From an optimization exercise on the open Yosys and OpenROAD flow, aimed at small area and a short achievable clock period; shortcuts taken in it are not production practice. Only simulation tests tie the RTL to the original design; equivalence was not proved.

[flow/run.sh]
#!/bin/bash
# synth_recipe.tcl (not shown) runs the flow's synth.tcl, then flattens the netlist and writes it again
# the make line also repeats each setting of config.mk as NAME=value (left out here)
make -C /OpenROAD-flow-scripts/flow DESIGN_CONFIG=/design/flow/config.mk WORK_HOME=/design/flow/orfs CLKGATE_MAP_FILE= SYNTH_SCRIPT=/design/flow/synth_recipe.tcl finish
[flow/design.v]
module ign_engine (
    input  wire        clk,
    input  wire        rst,           
    input  wire        edge_in,       
    input  wire        cmd_valid,     
    input  wire [2:0]  cmd_op,
    input  wire [31:0] cmd_data,
    output reg  [1:0]  spark,         
    output reg  [1:0]  sync_state,    
    output reg  [1:0]  phase,         
    output reg         busy,
    output reg         ign_en,
    output reg  [1:0]  tidx,
    output reg  [1:0]  ref_idx,
    output reg  [15:0] rps,
    output reg  [15:0] rpm
);
    localparam N_SLOTS = 11;
    localparam [1:0] S_UNSYNC = 2'd0, S_SYNCING = 2'd1, S_SYNCED = 2'd2;
    localparam [1:0] P_IDLE = 2'd0, P_DELAY = 2'd1, P_DWELL = 2'd2;
    localparam [2:0] OP_METER_START = 3'd0;
    localparam [2:0] OP_METER_STOP  = 3'd1;
    localparam [2:0] OP_SET_RECORD  = 3'd2;
    localparam [2:0] OP_SET_SHIFT   = 3'd3;
    localparam [2:0] OP_IGN_INIT    = 3'd4;
    reg        meter;         
    reg        run0;
    reg [2:0]  psel0;
    reg [15:0] cnt0;
    reg        e0;            
    reg        e1;            
    reg [9:0]  psc0;
    reg        primed;
    reg        ch;
    reg [9:0]  psc1;          
    reg [2:0]  dsel;          
    reg        chain;         
    reg        dv;            
    reg [26:0] X;
    reg [9:0]  kreg;          
    reg [9:0]  cyc;           
    reg [1:0]  mage;          
    reg        scnt1;
    reg [16:0] h1, h2, h3;      
    reg [15:0] tbl_speed  [0:N_SLOTS-1];
    reg [7:0]  tbl_timing [0:N_SLOTS-1];
    reg [7:0]  shift_r;
    function [20:0] bksub20;
        input [19:0] a;
        input [19:0] b;
        integer i, l;
        reg [19:0] gg, pp;
        begin
            gg = ~a & b;          
            pp = ~(a ^ b);        
            for (l = 1; l < 32; l = l * 2)
                for (i = 2 * l - 1; i < 20; i = i + 2 * l) begin
                    gg[i] = gg[i] | (pp[i] & gg[i - l]);
                    pp[i] = pp[i] & pp[i - l];
                end
            for (l = 16; l >= 1; l = l / 2)
                for (i = 3 * l - 1; i < 20; i = i + 2 * l) begin
                    gg[i] = gg[i] | (pp[i] & gg[i - l]);
                    pp[i] = pp[i] & pp[i - l];
                end
            bksub20 = {gg[19], a ^ b ^ {gg[18:0], 1'b0}};
        end
    endfunction
    function [18:0] bkadd19;
        input [18:0] a;
        input [18:0] b;
        input        ci;
        integer i, l;
        reg [18:0] gg, pp;
        begin
            gg = a & b;
            pp = a ^ b;
            gg[0] = gg[0] | (pp[0] & ci);
            for (l = 1; l < 32; l = l * 2)
                for (i = 2 * l - 1; i < 19; i = i + 2 * l) begin
                    gg[i] = gg[i] | (pp[i] & gg[i - l]);
                    pp[i] = pp[i] & pp[i - l];
                end
            for (l = 16; l >= 1; l = l / 2)
                for (i = 3 * l - 1; i < 19; i = i + 2 * l) begin
                    gg[i] = gg[i] | (pp[i] & gg[i - l]);
                    pp[i] = pp[i] & pp[i - l];
                end
            bkadd19 = a ^ b ^ {gg[17:0], ci};
        end
    endfunction
    function [15:0] rinc16;
        input [15:0] a;
        input        ci;
        integer i;
        reg c;
        begin
            c = ci;
            for (i = 0; i < 16; i = i + 1) begin
                rinc16[i] = a[i] ^ c;
                c = a[i] & c;
            end
        end
    endfunction
    function [16:0] rsub17;
        input [16:0] a;
        input [16:0] b;
        integer i;
        reg br;
        begin
            br = 1'b0;
            for (i = 0; i < 17; i = i + 1) begin
                rsub17[i] = a[i] ^ b[i] ^ br;
                br = (~a[i] & b[i]) | (~(a[i] ^ b[i]) & br);
            end
        end
    endfunction
    function lt19;
        input [18:0] a;
        input [18:0] b;
        integer i;
        reg l;
        begin
            l = 1'b0;
            for (i = 0; i < 19; i = i + 1)
                l = (~a[i] & b[i]) | (~(a[i] ^ b[i]) & l);
            lt19 = l;
        end
    endfunction
    function lt17;
        input [16:0] a;
        input [16:0] b;
        integer i;
        reg l;
        begin
            l = 1'b0;
            for (i = 0; i < 17; i = i + 1)
                l = (~a[i] & b[i]) | (~(a[i] ^ b[i]) & l);
            lt17 = l;
        end
    endfunction
    function [26:0] rsub27;
        input [26:0] a;
        input [26:0] b;
        integer i;
        reg br;
        reg [26:0] d;
        begin
            br = 1'b0;
            for (i = 0; i < 27; i = i + 1) begin
                d[i] = a[i] ^ b[i] ^ br;
                br = (~a[i] & b[i]) | (~(a[i] ^ b[i]) & br);
            end
            rsub27 = d;
        end
    endfunction
    reg [9:0] mask0;
    always @* begin
        case (psel0)
            3'd0:    mask0 = 10'd0;
            3'd1:    mask0 = 10'd7;
            3'd2:    mask0 = 10'd63;
            3'd3:    mask0 = 10'd255;
            default: mask0 = 10'd1023;
        endcase
    end
    wire tick0 = run0 && ((psc0 & mask0) == mask0);
    wire [15:0] dur_lo = rinc16(cnt0, tick0);
    wire [16:0] dur = {e0 ^ (tick0 & (&cnt0)), dur_lo};
    wire [16:0] cs_s1 = h3 ^ h2 ^ h1;
    wire [16:0] cs_c1 = (h3 & h2) | (h3 & h1) | (h2 & h1);
    wire [17:0] cs_a  = {1'b0, cs_s1};
    wire [17:0] cs_b  = {cs_c1, 1'b0};
    wire [17:0] cs_d  = {1'b0, e0, cnt0};
    wire [17:0] cs_s2 = cs_a ^ cs_b ^ cs_d;
    wire [17:0] cs_c2 = (cs_a & cs_b) | (cs_a & cs_d) | (cs_b & cs_d);
    wire [18:0] S = bkadd19({1'b0, cs_s2}, {cs_c2, 1'b0}, tick0);
    wire [16:0] mmin = (mage == 2'd0) ? h1 : (mage == 2'd1) ? h2 : h3;
    wire        lnew = lt17(dur, mmin);
    wire [1:0]  lock_ref = lnew ? 2'd3 : 2'd2 - mage;
    reg [23:0] f;
    reg [13:0] c_sat;
    always @* begin
        case (psel0)
            3'd0:    begin f = 24'd16000000; c_sat = 14'd14648; end
            3'd1:    begin f = 24'd2000000;  c_sat = 14'd1831;  end
            3'd2:    begin f = 24'd250000;   c_sat = 14'd228;   end
            3'd3:    begin f = 24'd62500;    c_sat = 14'd57;    end
            default: begin f = 24'd15625;    c_sat = 14'd14;    end
        endcase
    end
    wire        big = S <= {5'd0, c_sat};
    wire [29:0] N = big ? {6'd0, f} : {f, 6'd0};
    wire [18:0] rr [0:17];
    wire [16:0] Q;
    assign rr[17] = {6'd0, N[29:17]};
    genvar gi;
    generate
        for (gi = 0; gi < 17; gi = gi + 1) begin : g_div
            localparam [18:0] M = (gi <= 11) ? 19'h7FFFF : ((19'd1 << (30 - gi)) - 19'd1);
            wire [19:0] rin = {rr[gi+1], N[gi]};
            wire [20:0] dd  = bksub20(rin, {1'b0, S});
            wire        ge  = ~dd[20];
            wire [19:0] nx  = ge ? dd[19:0] : rin;
            assign Q[gi] = ge;
            assign rr[gi] = nx[18:0] & M;
        end
    endgenerate
    wire [10:0] qs = Q[16:6];
    wire [16:0] q2_a = rsub17({11'd0, Q[5:0]}, {15'd0, Q[5:4]});
    wire [16:0] q2_b = rsub17(q2_a, {16'd0, lt19(rr[0], rr[4])});
    wire [5:0]  q2 = q2_b[5:0];
    wire [16:0] rpm_full = rsub17({qs, q2}, {4'd0, qs, 2'b00});
    wire [15:0] rps_new = !big ? {5'd0, qs} : Q[16] ? 16'hFFFF : Q[15:0];
    wire [15:0] rpm_new = big ? 16'hFFFF : rpm_full[15:0];
    function gt16;
        input [15:0] a;
        input [15:0] b;
        integer i;
        reg g, e;
        begin
            g = 1'b0; e = 1'b1;
            for (i = 15; i >= 0; i = i - 1) begin
                g = g | (e & a[i] & ~b[i]);
                e = e & ~(a[i] & ~b[i]) & ~(~a[i] & b[i]);
            end
            gt16 = g;
        end
    endfunction
    reg [7:0] timing;
    integer j;
    always @* begin
        timing = tbl_timing[N_SLOTS-1];
        for (j = N_SLOTS - 1; j >= 1; j = j - 1)
            if (gt16(tbl_speed[j], rps_new)) timing = tbl_timing[j-1];
        if (gt16(tbl_speed[0], rps_new)) timing = tbl_timing[0];
    end
    wire [8:0] diff = {1'b0, shift_r} - {1'b0, timing};
    wire [7:0] value = diff[8] ? 8'd0 : (diff[7:0] > 8'd180) ? 8'd180 : diff[7:0];
    reg  [26:0] pr [0:6];
    reg  [26:0] m_s1, m_c1, m_s2, m_c2, m_s3, m_c3, m_s4, m_c4, m_s5, m_c5;
    integer mi;
    always @* begin
        for (mi = 0; mi < 6; mi = mi + 1)
            pr[mi] = value[mi] ? ({8'd0, S} << mi) : 27'd0;
        pr[6] = value[6] ? {2'd0, S, 6'd0} : value[7] ? {1'd0, S, 7'd0} : 27'd0;
        m_s1 = pr[0] ^ pr[1] ^ pr[2];
        m_c1 = ((pr[0] & pr[1]) | (pr[0] & pr[2]) | (pr[1] & pr[2])) << 1;
        m_s2 = pr[3] ^ pr[4] ^ pr[5];
        m_c2 = ((pr[3] & pr[4]) | (pr[3] & pr[5]) | (pr[4] & pr[5])) << 1;
        m_s3 = m_s1 ^ m_c1 ^ m_s2;
        m_c3 = ((m_s1 & m_c1) | (m_s1 & m_s2) | (m_c1 & m_s2)) << 1;
        m_s4 = m_s3 ^ m_c3 ^ m_c2;
        m_c4 = ((m_s3 & m_c3) | (m_s3 & m_c2) | (m_c3 & m_c2)) << 1;
        m_s5 = m_s4 ^ m_c4 ^ pr[6];
        m_c5 = ((m_s4 & m_c4) | (m_s4 & pr[6]) | (m_c4 & pr[6])) << 1;
    end
    wire [26:0] u = m_s5 + m_c5;
    reg  [36:0] P;
    always @* begin
        case (psel0)
            3'd0:    P = {10'd0, u};
            3'd1:    P = {7'd0, u, 3'd0};
            3'd2:    P = {4'd0, u, 6'd0};
            3'd3:    P = {2'd0, u, 8'd0};
            default: P = {u, 10'd0};
        endcase
    end
    wire arm_ok = P >= 37'd720;
    wire lt1    = P < 37'd92520;
    wire lt8    = P < 37'd740160;
    wire lt64   = P < 37'd5921280;
    wire lt256  = P < 37'd23685120;
    wire lt1024 = P < 37'd94740480;
    wire [2:0] arm_dsel = lt1 ? 3'd0 : lt8 ? 3'd1 : lt64 ? 3'd2 : lt256 ? 3'd3 : 3'd4;
    reg [9:0]  mask1;
    reg [26:0] thr1;
    always @* begin
        case (dsel)
            3'd0:    begin mask1 = 10'd0;    thr1 = 27'd720;    end
            3'd1:    begin mask1 = 10'd7;    thr1 = 27'd3240;   end
            3'd2:    begin mask1 = 10'd63;   thr1 = 27'd23400;  end
            3'd3:    begin mask1 = 10'd255;  thr1 = 27'd92520;  end
            default: begin mask1 = 10'd1023; thr1 = 27'd369000; end
        endcase
    end
    wire blk1 = (psc1 & mask1) == mask1;
    wire [26:0] X_sub = rsub27(X, chain ? 27'd1 : 27'd360);
    wire [15:0] cyc_i16 = rinc16({6'd0, cyc}, 1'b1);
    wire [9:0]  cyc_inc = cyc_i16[9:0];
    wire [15:0] psc0_i16 = rinc16({6'd0, psc0}, 1'b1);
    wire [15:0] psc1_i16 = rinc16({6'd0, psc1}, 1'b1);
    wire [15:0] cnt0_inc = rinc16(cnt0, 1'b1);
    wire [15:0] k_i16 = rinc16({6'd0, X[17:8]}, |X[7:0]);
    wire [9:0]  r_sh  = {cyc[8:0], X[26]};
    reg [9:0]  div_end;
    always @*
        case (psel0)
            3'd0:    div_end = 10'd17;
            3'd1:    div_end = 10'd20;
            3'd2:    div_end = 10'd23;
            3'd3:    div_end = 10'd25;
            default: div_end = 10'd27;
        endcase
    wire        r_ge  = r_sh >= 10'd360;
    reg        n_meter, n_run0, n_primed, n_e0, n_e1;
    reg [2:0]  n_psel0;
    reg [15:0] n_cnt0;
    reg [9:0]  n_psc0;
    reg        n_ch, n_ign_en, n_chain, n_dv;
    reg [9:0]  n_psc1, n_kreg, n_cyc;
    reg [2:0]  n_dsel;
    reg [26:0] n_X;
    reg [1:0]  n_mage;
    reg [1:0]  n_phase, n_sstate, n_tidx, n_ref;
    reg        n_scnt1;
    reg [15:0] n_rps, n_rpm;
    reg        ev, fire, fire_ch, dlv;
    task stall_action;
        begin
            n_sstate = S_UNSYNC; n_tidx = 2'd0; n_scnt1 = 1'b0; n_ref = 2'd0;
            n_rps = 16'd0; n_rpm = 16'd0;
            n_phase = P_IDLE;    
        end
    endtask
    task start_dwell;    
        begin
            n_phase = P_DWELL;
            n_dsel = 3'd0; n_chain = 1'b0; n_dv = 1'b0;
            n_X = 27'd576000; n_psc1 = 10'd0;
        end
    endtask
    always @* begin
        n_meter = meter; n_run0 = run0; n_primed = primed; n_psel0 = psel0;
        n_cnt0 = cnt0; n_e0 = e0; n_e1 = e1; n_psc0 = psc0;
        n_ch = ch; n_ign_en = ign_en; n_chain = chain; n_dv = dv;
        n_psc1 = psc1; n_kreg = kreg; n_cyc = cyc; n_dsel = dsel; n_X = X;
        n_mage = mage;
        n_phase = phase; n_sstate = sync_state; n_tidx = tidx; n_ref = ref_idx;
        n_scnt1 = scnt1;
        n_rps = rps; n_rpm = rpm;
        ev = 1'b0; fire = 1'b0; fire_ch = 1'b0; dlv = 1'b0;
        if (run0) begin
            if (!tick0) begin
                n_psc0 = psc0_i16[9:0];
            end else begin
                n_psc0 = 10'd0;
                if (cnt0 == 16'hFFFF) begin
                    n_cnt0 = 16'd0;
                    n_e0 = ~e0; n_e1 = e1 | e0;
                    if (e0 | e1) begin
                        n_primed = 1'b0;
                        stall_action;
                    end
                end else begin
                    n_cnt0 = cnt0_inc;
                end
            end
        end
        if (n_phase != P_IDLE) begin
            n_psc1 = psc1_i16[9:0];
            if (!chain) begin
                n_X = X_sub;
                if (blk1 && X < thr1) ev = 1'b1;
            end else if (dv) begin
                if (psc1 == div_end) begin
                    n_kreg = k_i16[9:0];
                    n_cyc = 10'd0;
                    n_dv = 1'b0;
                end else begin
                    n_cyc = {1'b0, r_ge ? r_sh[8:0] - 9'd360 : r_sh[8:0]};
                    n_X = {X[25:0], r_ge};
                end
            end else if (blk1) begin
                n_X = X_sub;
                if (cyc_inc == kreg) begin
                    n_cyc = 10'd0;
                    if (X_sub[17:0] < {8'd0, kreg}) ev = 1'b1;
                end else begin
                    n_cyc = cyc_inc;
                end
            end
            if (ev) begin
                if (phase == P_DELAY) start_dwell;
                else n_phase = P_IDLE;
            end
        end
        if (n_phase == P_IDLE) begin
            n_ch = tidx != ref_idx;
            if (value == 8'd0) begin
                n_dsel = 3'd0; n_chain = 1'b0; n_dv = 1'b0;
                n_X = 27'd576000; n_psc1 = 10'd0;
            end else begin
                n_X = lt1024 ? P[26:0] : u; n_psc1 = 10'd0; n_cyc = 10'd0;
                n_dsel = arm_dsel;
                n_chain = !lt1024; n_dv = !lt1024;
            end
        end
        if (edge_in && run0) begin
            n_cnt0 = 16'd0; n_e0 = 1'b0; n_e1 = 1'b0; n_psc0 = 10'd0;
            if (!n_primed) begin
                n_primed = 1'b1;
            end else if (dur > 17'd100000) begin
                stall_action;
            end else begin
                dlv = 1'b1;
                n_tidx = tidx + 2'd1;
                n_mage = (tidx == 2'd0 || lnew) ? 2'd0 : mage + 2'd1;
                if (sync_state == S_UNSYNC)
                    n_sstate = S_SYNCING;
                if (n_sstate == S_SYNCING && tidx == 2'd3) begin
                    n_scnt1 = 1'b1;
                    if (scnt1) begin
                        n_ref = lock_ref;
                        n_sstate = S_SYNCED;
                    end
                end
                if (n_sstate == S_SYNCED) begin
                    n_rps = rps_new; n_rpm = rpm_new;
                end
                if (sync_state == S_SYNCED && ign_en) begin
                    if (tidx == ref_idx) begin
                        fire = 1'b1; fire_ch = 1'b0;
                    end else if (tidx == ref_idx + 2'd2) begin
                        fire = 1'b1; fire_ch = 1'b1;
                    end
                end
                if (fire && n_phase == P_IDLE) begin
                    if (value == 8'd0)
                        n_phase = P_DWELL;
                    else if (arm_ok)
                        n_phase = P_DELAY;
                end
            end
        end
        if (cmd_valid) begin
            case (cmd_op)
                OP_METER_START: if (cmd_data[2:0] <= 3'd4) begin
                    n_meter = 1'b1; n_run0 = 1'b1; n_psel0 = cmd_data[2:0];
                    n_cnt0 = 16'd0; n_e0 = 1'b0; n_e1 = 1'b0; n_psc0 = 10'd0;
                    n_primed = 1'b0;
                    stall_action;
                end
                OP_METER_STOP: if (meter) begin
                    n_run0 = 1'b0;
                    stall_action;
                end
                OP_IGN_INIT: begin
                    if (cmd_data[0] != ign_en) begin
                        n_phase = P_IDLE;
                        n_ign_en = cmd_data[0];
                    end
                end
                default: ;
            endcase
        end
    end
    always @(posedge clk) begin
        if (rst) begin
            meter <= 1'b0; run0 <= 1'b0;
            ign_en <= 1'b0; phase <= P_IDLE;
            sync_state <= S_UNSYNC; tidx <= 2'd0; ref_idx <= 2'd0; scnt1 <= 1'b0;
            rps <= 16'd0; rpm <= 16'd0;
            busy <= 1'b0; spark <= 2'b00;
        end else begin
            busy <= n_phase != P_IDLE;
            spark <= {n_phase == P_DWELL && n_ch, n_phase == P_DWELL && !n_ch};
            meter <= n_meter; run0 <= n_run0;
            ign_en <= n_ign_en; phase <= n_phase;
            sync_state <= n_sstate; tidx <= n_tidx; ref_idx <= n_ref; scnt1 <= n_scnt1;
            rps <= n_rps; rpm <= n_rpm;
        end
    end
    always @(posedge clk) begin
        primed <= n_primed; psel0 <= n_psel0;
        cnt0 <= n_cnt0; e0 <= n_e0; e1 <= n_e1; psc0 <= n_psc0;
        if (dlv) begin
            h3 <= h2; h2 <= h1; h1 <= dur;
        end
        ch <= n_ch; psc1 <= n_psc1; dsel <= n_dsel; chain <= n_chain; dv <= n_dv;
        X <= n_X; kreg <= n_kreg; cyc <= n_cyc; mage <= n_mage;
    end
    always @(posedge clk) begin
        if (cmd_valid && cmd_op == OP_SET_RECORD &&
            cmd_data[27:24] < N_SLOTS && cmd_data[23:16] <= 8'd180) begin
            tbl_speed[cmd_data[27:24]]  <= cmd_data[15:0];
            tbl_timing[cmd_data[27:24]] <= cmd_data[23:16];
        end
        if (cmd_valid && cmd_op == OP_SET_SHIFT && cmd_data[7:0] <= 8'd180)
            shift_r <= cmd_data[7:0];
    end
endmodule
[flow/constraint.sdc]
create_clock -name core_clock -period 420.0 [get_ports {clk}]
set_input_delay 84.0000 -clock core_clock [delete_from_list [all_inputs] [get_ports {clk}]]
set_output_delay 84.0000 -clock core_clock [all_outputs]
set_load 0.01 [all_outputs]
[flow/config.mk]
export PLATFORM = sky130hd
export DESIGN_NAME = ign_engine
export DESIGN_NICKNAME = ign_engine
export VERILOG_FILES = /design/flow/design.v
export SDC_FILE = /design/flow/constraint.sdc
export NUM_CORES = 4
export LEC_CHECK = 0
export ABC_AREA = 1
export CAP_MARGIN = 20
export CORE_MARGIN = 2
export CORE_UTILIZATION = 70
export CTS_BUF_LIST = sky130_fd_sc_hd__clkbuf_16
export CTS_CLUSTER_DIAMETER = 80
export CTS_CLUSTER_SIZE = 20
export PLACE_DENSITY = 0.8
export SLEW_MARGIN = 20
==> results.txt <==
- Setup violators final: 0
- Die width: 266 um
- Hold_buf cts: 0
- Asr flop ratio synth: 0
- First-pass DRT Iterations: 5
- Setup Buffers After CTS: 0
- CTS tree: yes
- Rel. slew slack: 0.258
- Die H: 266 um
- Final hold vios: 0
- Total grt overflow: 0
- Worst Tran Pin Value: 1.11 ns
- # H-tree levels: 1
- Post-route DRC violation count: 0
- Critical path peak fanout: 16
- Design area: 50600 sq um
- Sink Count: 467
- Root Buffer: clkbuf_16
- Final setup TNS: 0 ns
- Status: finished clean
- Post-synth top area share: 0.232
- First DRT Iteration DRCs: 3735
- Maximum clock rate: 0.0115 GHz
- Via count: 41588
- Num CTS Buffers: 29
- Ranking of synthesized cells by area: edfxtp_1 23%, ha_1 14%, fa_1 12%, nand2_1 9.4%, inv_1 6.4%
- Vias per cell: 6.09
- Yosys reg bits: 467
- Req. time, crit path: 420.49 ns
- IO Port Bufs: 78
- Worst clock skew: 0.0460 ns
- Avg Cell Area, Syn: 8.13 sq um
- Worst setup EP type: flop
- Top cells by count, synth: 1201 x nand2_1, 811 x inv_1, 529 x ha_1
- Routed Antenna Nets: 0
- Skew-Pair Late Insertion Delay: 0.64 ns
- Seq/Total Area, Yosys: 0.273
- Post-DP Area: 49700 sq um
- Hold Crit Class: reg2reg
- Nets@finish: 6797
- Post-synthesis cell area: 47900 sq um
- Std-Cell Rows: 95
- Hold depth: 2
- Core ar.: 67400 sq um
- Die area: 70500 sq um
- Syn Inst Count: 5892
- Final min period: 86.83 ns
- Post-synth top flop: edfxtp_1
- Initial antenna violation count: 2
- YS warnings: 2
- Routed wire per std cell: 18.3 um
- Resized Gates After CTS: 0
- Crit Path Category: in2reg
- Placed wire-length estimate: 94400 um
- First-pass GRT wire length: 202000 um
- RSZ-0062 raised after global routing: no
- Initial Utilization: 0.711
- Largest net degree at the start of global routing: 60
- IO Pins: 83
- Final Slew Violations: 0
- Share of post-route cells with drive strength above 1: 0.0487
- Worst path arrival time: 87.32 ns
- MaxCap Viol Count: 0
- GPL Wtd Cong: 0.928
- Fin crit share: 0.207
- Post-synth top area cell: edfxtp_1
- Clk pin slew, worst setup/hold paths: 0.08 ns
- Startpoint types: primary input
- Synth unique cells: 87
- GR Util All Layers: 0.357
- WL final: 125000 um
- Post-synth EDFFs: 370
- Most frequent cell after synthesis: nand2_1
- Vias in the first global route: 40643
- R2R cell count: 380
- Max clock buf depth: 3
- P&R area growth vs syn: 5.60%
-- sequential cells by signal (all words and copies together), names as in the netlist, 3 cells and up --
signal,count
rpm,16
kreg,10
psel0,3
h2,17
tbl_timing,88
tbl_speed,176
cnt0,16
dsel,3
psc0,10
rps,16
h3,17
cyc,10
X,27
h1,17
shift_r,8
psc1,10
-- cells in the final DEF (no fill, tap or decap), types with 10 or more instances in the layout --
| master | netlist | routed |
|---|---|---|
| a211oi_1 | 32 | 32 |
| a21boi_0 | 11 | 11 |
| a21o_1 | 36 | 36 |
| a21oi_1 | 314 | 314 |
| a221oi_1 | 31 | 31 |
| a22oi_1 | 23 | 23 |
| a31oi_1 | 75 | 75 |
| buf_4 | 9 | 73 |
| clkbuf_16 | 0 | 29 |
| clkdlybuf4s50_1 | 0 | 78 |
| clkinv_1 | 20 | 20 |
| conb_1 | 1 | 28 |
| dfxtp_1 | 97 | 97 |
| edfxtp_1 | 370 | 370 |
| fa_1 | 293 | 290 |
| ha_1 | 529 | 529 |
| inv_1 | 811 | 826 |
| inv_2 | 19 | 23 |
| nand2_1 | 1201 | 1201 |
| nand2_2 | 35 | 35 |
| nand2_4 | 10 | 10 |
| nand3_1 | 169 | 169 |
| nand3_2 | 13 | 13 |
| nand3_4 | 12 | 12 |
| nand4_1 | 45 | 45 |
| nor2_1 | 503 | 493 |
| nor2_2 | 3 | 13 |
| nor3_1 | 99 | 97 |
| nor4_1 | 16 | 16 |
| o211ai_1 | 31 | 31 |
| o21a_1 | 19 | 19 |
| o21ai_0 | 399 | 397 |
| o21ai_1 | 30 | 32 |
| o21bai_1 | 21 | 21 |
| o221ai_1 | 27 | 27 |
| o22ai_1 | 68 | 67 |
| o311ai_0 | 10 | 10 |
| or2_2 | 31 | 31 |
| xnor2_1 | 78 | 78 |
| xor2_1 | 118 | 118 |
-- cell families after synthesis --
group	count (synthesis)	share of synthesized area
xor+xnor	198	0.0365
other cells	1	0.0000783
simple gates	2176	0.194
compound gates	1206	0.152
flops	467	0.273
buf+inv	1022	0.0841
fa+ha+maj	822	0.261
-- per-layer routing --
| metal | up-vias | track usage | share of wire |
|---|---|---|---|
| met4 | 2 | 0.175 | 0.052 |
| met5 | - | 0 | 0.000080 |
| li1 | 19901 | - | - |
| met3 | 372 | 0.0474 | 0.081 |
| met1 | 19663 | 0.448 | 0.39 |
| met2 | 1650 | 0.609 | 0.47 |
-- worst max-delay path: stages --
cell	delay, ns
clkdlybuf4s50_1	0.48
buf_4	0.25
o21ai_1	0.78
nor2_1	0.15
nor2_1	0.12
nand2_1	0.10
nor2_1	0.63
nor2_1	0.19
inv_1	0.48
nor3_1	0.12
-- final timing paths --
check,slack [ns],start,end
hold / removal,0.48,cyc[9]$_DFF_P_,cyc[9]$_DFF_P_
setup / recovery,333.17,cmd_data[0],cnt0[9]$_DFF_P_
setup reg to reg,342.21,psel0[2]$_DFFE_PP_,busy$_SDFF_PP0_
hold reg to reg,0.48,cyc[9]$_DFF_P_,cyc[9]$_DFF_P_
-- cell type report --
type / instances / area (sq um)
multi-input cells: 4430 / 31000
inverters: 855 / 3220
clock buffers: 29 / 726
well taps: 873 / 1090
clock inverters: 25 / 153
fillers: 5114 / 16800
flip-flops and latches: 467 / 13100
repair buffers: 153 / 1360
diodes: 1 / 2.50
-- stage by stage --
step | hold slack (ns) | setup WS [ns] | cells | util
floorplan | 0.438 | 333.38 | 5919 | -
global placement | 0.446 | 332.19 | 6776 | 0.737
detailed placement | 0.460 | 332.60 | 6776 | 0.737
CTS | 0.483 | 333.24 | 6830 | 0.750
global route | 0.502 | 332.97 | 6832 | 0.750
finish | 0.480 | 333.17 | 6833 | 0.750

re-timing with driven ports:
The flow's constraints put no driver on any port. The routed layout listed below was extracted and timed again, unchanged, in two steps.
Step 1 sets driving cells, clkbuf_16 on the clock port and buf_2 on the other inputs (assumed; they add their load-dependent delay and slew).
Step 2 moves the port delays by t, midway between the first and last clock arrival at a register: inputs arrive t later, outputs are due t later. That takes back most of the time a late clock gives input paths.
a / b / c = ideal / step 1 / step 2; a / b = the first two.
shift t [ns]: 0.683
setup slack, ns: 333.173 / 333.218 / 332.535
latest minus earliest clock arrival (ns): 0.045 / 0.046
worst slew at a driven data input, ns: 0.04
After both steps setup and hold are still met in this run. The setup slack of this run moves by +0.045 ns with the drivers and by -0.638 ns with both steps.
